From an optimization exercise on the open Yosys and OpenROAD flow, aimed at a short achievable clock period and few clock cycles per item; shortcuts taken in it are not production practice. At most, simulation tests tie the RTL to the original design; equivalence was not proved. Power and IR drop assume default switching activity.

==> 09-22: inputs <==
// ada_rx
module ada_rx (
    input  wire        clk,
    input  wire        rst,         
    input  wire        in_valid,
    input  wire [7:0]  in_data,
    output wire        in_ready,
    output wire        out_valid,
    input  wire        out_ready,
    output wire [1:0]  out_kind,    
    output wire [31:0] out_data,
    output wire        out_last
);
export LEC_CHECK = 0
export ABC_CLOCK_PERIOD_IN_PS = 3000
export CAP_MARGIN = 20
export CORE_MARGIN = 2
export CORE_UTILIZATION = 55
export CTS_CLUSTER_DIAMETER = 60
export CTS_CLUSTER_SIZE = 28
export SLEW_MARGIN = 20
create_clock -name core_clock -period 11.0 [get_ports {clk}]
standard.sh (not shown) runs the stock make flow with config.mk's settings and CLKGATE_MAP_FILE= SYNTH_SCRIPT=/design/flow/synth_recipe.tcl, a recipe that flattens the netlist after the stock synthesis.
==> flow/flow/run.sh <==
#!/bin/bash
set -euo pipefail
bash standard.sh SETUP_SLACK_MARGIN=7.8 finish > standard.log 2>&1
==> 12-10: changes against 09-22 <==
--- a/flow/config.mk
+++ b/flow/config.mk
@@ -6,9 +6,7 @@
 export NUM_CORES = 4
 export LEC_CHECK = 0
 export ABC_CLOCK_PERIOD_IN_PS = 3000
 export CAP_MARGIN = 20
 export CORE_MARGIN = 2
-export CORE_UTILIZATION = 55
-export CTS_CLUSTER_DIAMETER = 60
-export CTS_CLUSTER_SIZE = 28
+export CORE_UTILIZATION = 40
 export SLEW_MARGIN = 20
==> 07-08: changes against 09-22 <==
--- a/flow/design.v
+++ b/flow/design.v
@@ -45,11 +45,11 @@
     wire [4:0] e_used  = ewr - erd;
     wire       room    = (!ph_pay || w_used != 6'd32) && (e_used <= 5'd14);
     assign in_ready = in_rdy;
     always @(posedge clk) begin
         rst_q  <= rst;
-        in_rdy <= !rst && room;
+        in_rdy <= room;
         v0     <= in_valid && in_rdy;
         b0     <= in_data;
     end
     reg         v1;
     reg [7:0]   b1;
@@ -504,52 +504,61 @@
     always @(posedge clk)
         if (r_we) ring[r_wa] <= r_wd;
     reg [10:0] evq [0:15];
     always @(posedge clk)
         if (e_we) evq[e_wa] <= e_wd;
-    reg        o_valid;
-    reg [1:0]  o_kind;
-    reg [31:0] o_data;
-    reg        o_last;
+    reg        p_valid, h_valid;
+    reg [1:0]  p_kind,  h_kind;
+    reg [31:0] p_data,  h_data;
+    reg        p_last,  h_last;
     reg [5:0]  wleft;      
-    wire        ld    = !o_valid || out_ready;
+    reg [31:0] rsel;       
+    reg [31:0] ring_rd;
+    integer    ri;
+    always @* begin
+        ring_rd = 32'd0;
+        for (ri = 0; ri < 32; ri = ri + 1)
+            ring_rd = ring_rd | (ring[ri] & {32{rsel[ri]}});
+    end
+    wire        ld    = !h_valid || out_ready;
     wire        e_av  = (erd != ewr_vis);
     wire [10:0] ev_rd = evq[erd[3:0]];
     wire        w_av   = (wleft != 6'd0);
     wire        n_val  = w_av || e_av;
     wire [1:0]  n_kind = w_av ? KIND_WORD : ev_rd[10] ? KIND_HDR : KIND_ERR;
     wire        n_last = w_av ? (wleft == 6'd1) : ev_rd[10] ? (ev_rd[5:0] == 6'd0) : 1'b1;
-    wire [31:0] n_data = w_av      ? ring[rdw[4:0]] :
+    wire [31:0] n_data = w_av      ? ring_rd :
                          ev_rd[10] ? {18'd0, ev_rd[5:0], 4'd0, ev_rd[9:6]} :
                                      {29'd0, ev_rd[8:6]};
-    wire        hold  = !ld;
-    wire [35:0] o_cur = {o_valid, o_kind, o_last, o_data};
-    wire [35:0] o_new = {n_val, n_kind, n_last, n_data};
-    wire [35:0] o_nxt = (o_cur & {36{hold}}) | (o_new & {36{!hold}});
     always @(posedge clk) begin
         if (rst_q) begin
             ewr_vis <= 5'd0;
             erd     <= 5'd0;
             rdw     <= 6'd0;
+            rsel    <= 32'd1;
             wleft   <= 6'd0;
-            o_valid <= 1'b0;
+            p_valid <= 1'b0;
+            h_valid <= 1'b0;
         end else begin
             ewr_vis <= ewr;
-            o_valid <= o_nxt[35];
+            p_valid <= ld ? n_val : h_valid;
+            h_valid <= ld ? n_val : p_valid;
             if (ld) begin
                 if (w_av) begin
                     rdw   <= rdw + 6'd1;
+                    rsel  <= {rsel[30:0], rsel[31]};
                     wleft <= wleft - 6'd1;
                 end else if (e_av) begin
                     erd   <= erd + 5'd1;
                     if (ev_rd[10])
                         wleft <= ev_rd[5:0];
                 end
             end
         end
-        {o_kind, o_last, o_data} <= o_nxt[34:0];
+        {p_kind, p_last, p_data} <= ld ? {n_kind, n_last, n_data} : {h_kind, h_last, h_data};
+        {h_kind, h_last, h_data} <= ld ? {n_kind, n_last, n_data} : {p_kind, p_last, p_data};
     end
-    assign out_valid = o_valid;
-    assign out_kind  = o_kind;
-    assign out_data  = o_data;
-    assign out_last  = o_last;
+    assign out_valid = p_valid;
+    assign out_kind  = p_kind;
+    assign out_data  = p_data;
+    assign out_last  = p_last;
 endmodule
--- a/flow/config.mk
+++ b/flow/config.mk
@@ -6,9 +6,10 @@
 export NUM_CORES = 4
 export LEC_CHECK = 0
 export ABC_CLOCK_PERIOD_IN_PS = 3000
 export CAP_MARGIN = 20
 export CORE_MARGIN = 2
-export CORE_UTILIZATION = 55
+export CORE_UTILIZATION = 70
+export CTS_BUF_LIST = sky130_fd_sc_hd__clkbuf_8 sky130_fd_sc_hd__clkbuf_16
 export CTS_CLUSTER_DIAMETER = 60
 export CTS_CLUSTER_SIZE = 28
 export SLEW_MARGIN = 20
==> 12-19: changes against 09-22 <==
--- a/flow/design.v
+++ b/flow/design.v
@@ -45,11 +45,11 @@
     wire [4:0] e_used  = ewr - erd;
     wire       room    = (!ph_pay || w_used != 6'd32) && (e_used <= 5'd14);
     assign in_ready = in_rdy;
     always @(posedge clk) begin
         rst_q  <= rst;
-        in_rdy <= !rst && room;
+        in_rdy <= room;
         v0     <= in_valid && in_rdy;
         b0     <= in_data;
     end
     reg         v1;
     reg [7:0]   b1;
@@ -504,52 +504,61 @@
     always @(posedge clk)
         if (r_we) ring[r_wa] <= r_wd;
     reg [10:0] evq [0:15];
     always @(posedge clk)
         if (e_we) evq[e_wa] <= e_wd;
-    reg        o_valid;
-    reg [1:0]  o_kind;
-    reg [31:0] o_data;
-    reg        o_last;
+    reg        p_valid, h_valid;
+    reg [1:0]  p_kind,  h_kind;
+    reg [31:0] p_data,  h_data;
+    reg        p_last,  h_last;
     reg [5:0]  wleft;      
-    wire        ld    = !o_valid || out_ready;
+    reg [31:0] rsel;       
+    reg [31:0] ring_rd;
+    integer    ri;
+    always @* begin
+        ring_rd = 32'd0;
+        for (ri = 0; ri < 32; ri = ri + 1)
+            ring_rd = ring_rd | (ring[ri] & {32{rsel[ri]}});
+    end
+    wire        ld    = !h_valid || out_ready;
     wire        e_av  = (erd != ewr_vis);
     wire [10:0] ev_rd = evq[erd[3:0]];
     wire        w_av   = (wleft != 6'd0);
     wire        n_val  = w_av || e_av;
     wire [1:0]  n_kind = w_av ? KIND_WORD : ev_rd[10] ? KIND_HDR : KIND_ERR;
     wire        n_last = w_av ? (wleft == 6'd1) : ev_rd[10] ? (ev_rd[5:0] == 6'd0) : 1'b1;
-    wire [31:0] n_data = w_av      ? ring[rdw[4:0]] :
+    wire [31:0] n_data = w_av      ? ring_rd :
                          ev_rd[10] ? {18'd0, ev_rd[5:0], 4'd0, ev_rd[9:6]} :
                                      {29'd0, ev_rd[8:6]};
-    wire        hold  = !ld;
-    wire [35:0] o_cur = {o_valid, o_kind, o_last, o_data};
-    wire [35:0] o_new = {n_val, n_kind, n_last, n_data};
-    wire [35:0] o_nxt = (o_cur & {36{hold}}) | (o_new & {36{!hold}});
     always @(posedge clk) begin
         if (rst_q) begin
             ewr_vis <= 5'd0;
             erd     <= 5'd0;
             rdw     <= 6'd0;
+            rsel    <= 32'd1;
             wleft   <= 6'd0;
-            o_valid <= 1'b0;
+            p_valid <= 1'b0;
+            h_valid <= 1'b0;
         end else begin
             ewr_vis <= ewr;
-            o_valid <= o_nxt[35];
+            p_valid <= ld ? n_val : h_valid;
+            h_valid <= ld ? n_val : p_valid;
             if (ld) begin
                 if (w_av) begin
                     rdw   <= rdw + 6'd1;
+                    rsel  <= {rsel[30:0], rsel[31]};
                     wleft <= wleft - 6'd1;
                 end else if (e_av) begin
                     erd   <= erd + 5'd1;
                     if (ev_rd[10])
                         wleft <= ev_rd[5:0];
                 end
             end
         end
-        {o_kind, o_last, o_data} <= o_nxt[34:0];
+        {p_kind, p_last, p_data} <= ld ? {n_kind, n_last, n_data} : {h_kind, h_last, h_data};
+        {h_kind, h_last, h_data} <= ld ? {n_kind, n_last, n_data} : {p_kind, p_last, p_data};
     end
-    assign out_valid = o_valid;
-    assign out_kind  = o_kind;
-    assign out_data  = o_data;
-    assign out_last  = o_last;
+    assign out_valid = p_valid;
+    assign out_kind  = p_kind;
+    assign out_data  = p_data;
+    assign out_last  = p_last;
 endmodule
--- a/flow/config.mk
+++ b/flow/config.mk
@@ -6,9 +6,9 @@
 export NUM_CORES = 4
 export LEC_CHECK = 0
 export ABC_CLOCK_PERIOD_IN_PS = 3000
 export CAP_MARGIN = 20
 export CORE_MARGIN = 2
-export CORE_UTILIZATION = 55
+export CORE_UTILIZATION = 85
 export CTS_CLUSTER_DIAMETER = 60
 export CTS_CLUSTER_SIZE = 28
 export SLEW_MARGIN = 20
==> summary.txt <==
Synth Cell Area=62490 sq um; outcome=no timing/DRC/antenna violations; Avg Cell Area, Syn=19.37 sq um; worst path cell trace=buf_2; worst-skew pair later-pin latency=0.75 ns; nets@finish=approximately 3400
[end of results for 09-22]
==> summary.txt <==
outcome=stopped before the end; Fail Step=global routing (5_1_grt); Log Error=[ERROR GRT-0232] Routing congestion too high. Check the congestion heatmap in the GUI.; Synth top area share=0.6888; cell taking the most area after synthesis=edfxtp_1; kind of the worst endpoint=top-level output; Post-synth EDFFs=around 1400; Synth Cell Area=around 62000 sq um; Avg Cell Area, Syn=~16 sq um
[end of results for 12-19]
==> summary.txt <==
Avg Cell Area, Syn=roughly 16 sq um; nets@finish=between 3000 and 4000; TritonRoute pass-1 iters=14; outcome=no timing/DRC/antenna violations; register cell area after layout=between 40000 and 50000 sq um; Synth Cell Area=about 62000 sq um; worst-skew pair later-pin latency=0.75 ns; PnR worst setup slack=7.568 ns
[end of results for 07-08]
==> summary.txt <==
Post-Layout Cell Count=between 5000 and 6000; number of sequential cells=approximately 1600; # fillers=~13000; worst path cell trace=buf_2; Avg Cell Area, Syn=a little under 20 sq um; register share of total power=0.468; worst-skew pair later-pin latency=0.83 ns; nets@finish=approximately 3500; Clock Skew=a little under 0.05 ns; outcome=no timing/DRC/antenna violations; hold_buf cts=0
[end of results for 12-10]
Testbench counts of 07-08, summed over its fixed seeds: cycles 48,218, bytes 47,847.
Testbench counts of 12-19, summed over its fixed seeds: cycles 48,218, bytes 47,847.
The RTL of 09-22 and 12-10 was laid out without a check of its function.

-- what the ideal ports hide --
No port has a modelled driver above. Below, the same layouts with a new extraction and two added sets of constraints.
Step 1: set_driving_cell puts a clkbuf_16 on clk and a buf_2 on each other input, an assumption about the parent block.
Step 2 moves the port delays by t, midway between the first and last clock arrival at a register: inputs arrive t later, outputs are due t later. That takes back most of the time a late clock gives input paths.
a / b / c = ideal ports / drivers / drivers and shift; a / b = the first two.
run	shift t [ns]	setup WS [ns]	worst register clock-pin slew, ns
09-22	0.807	7.333 / 7.255 / 7.372	0.10 / 0.10
12-10	0.875	7.310 / 7.237 / 7.105	0.07 / 0.07
07-08	0.783	7.568 / 7.504 / 7.463	0.12 / 0.12
After both steps setup and hold are still met in every run listed. The setup slack of 12-10, which loses most, moves by -0.073 ns with the drivers and by -0.205 ns with both steps.
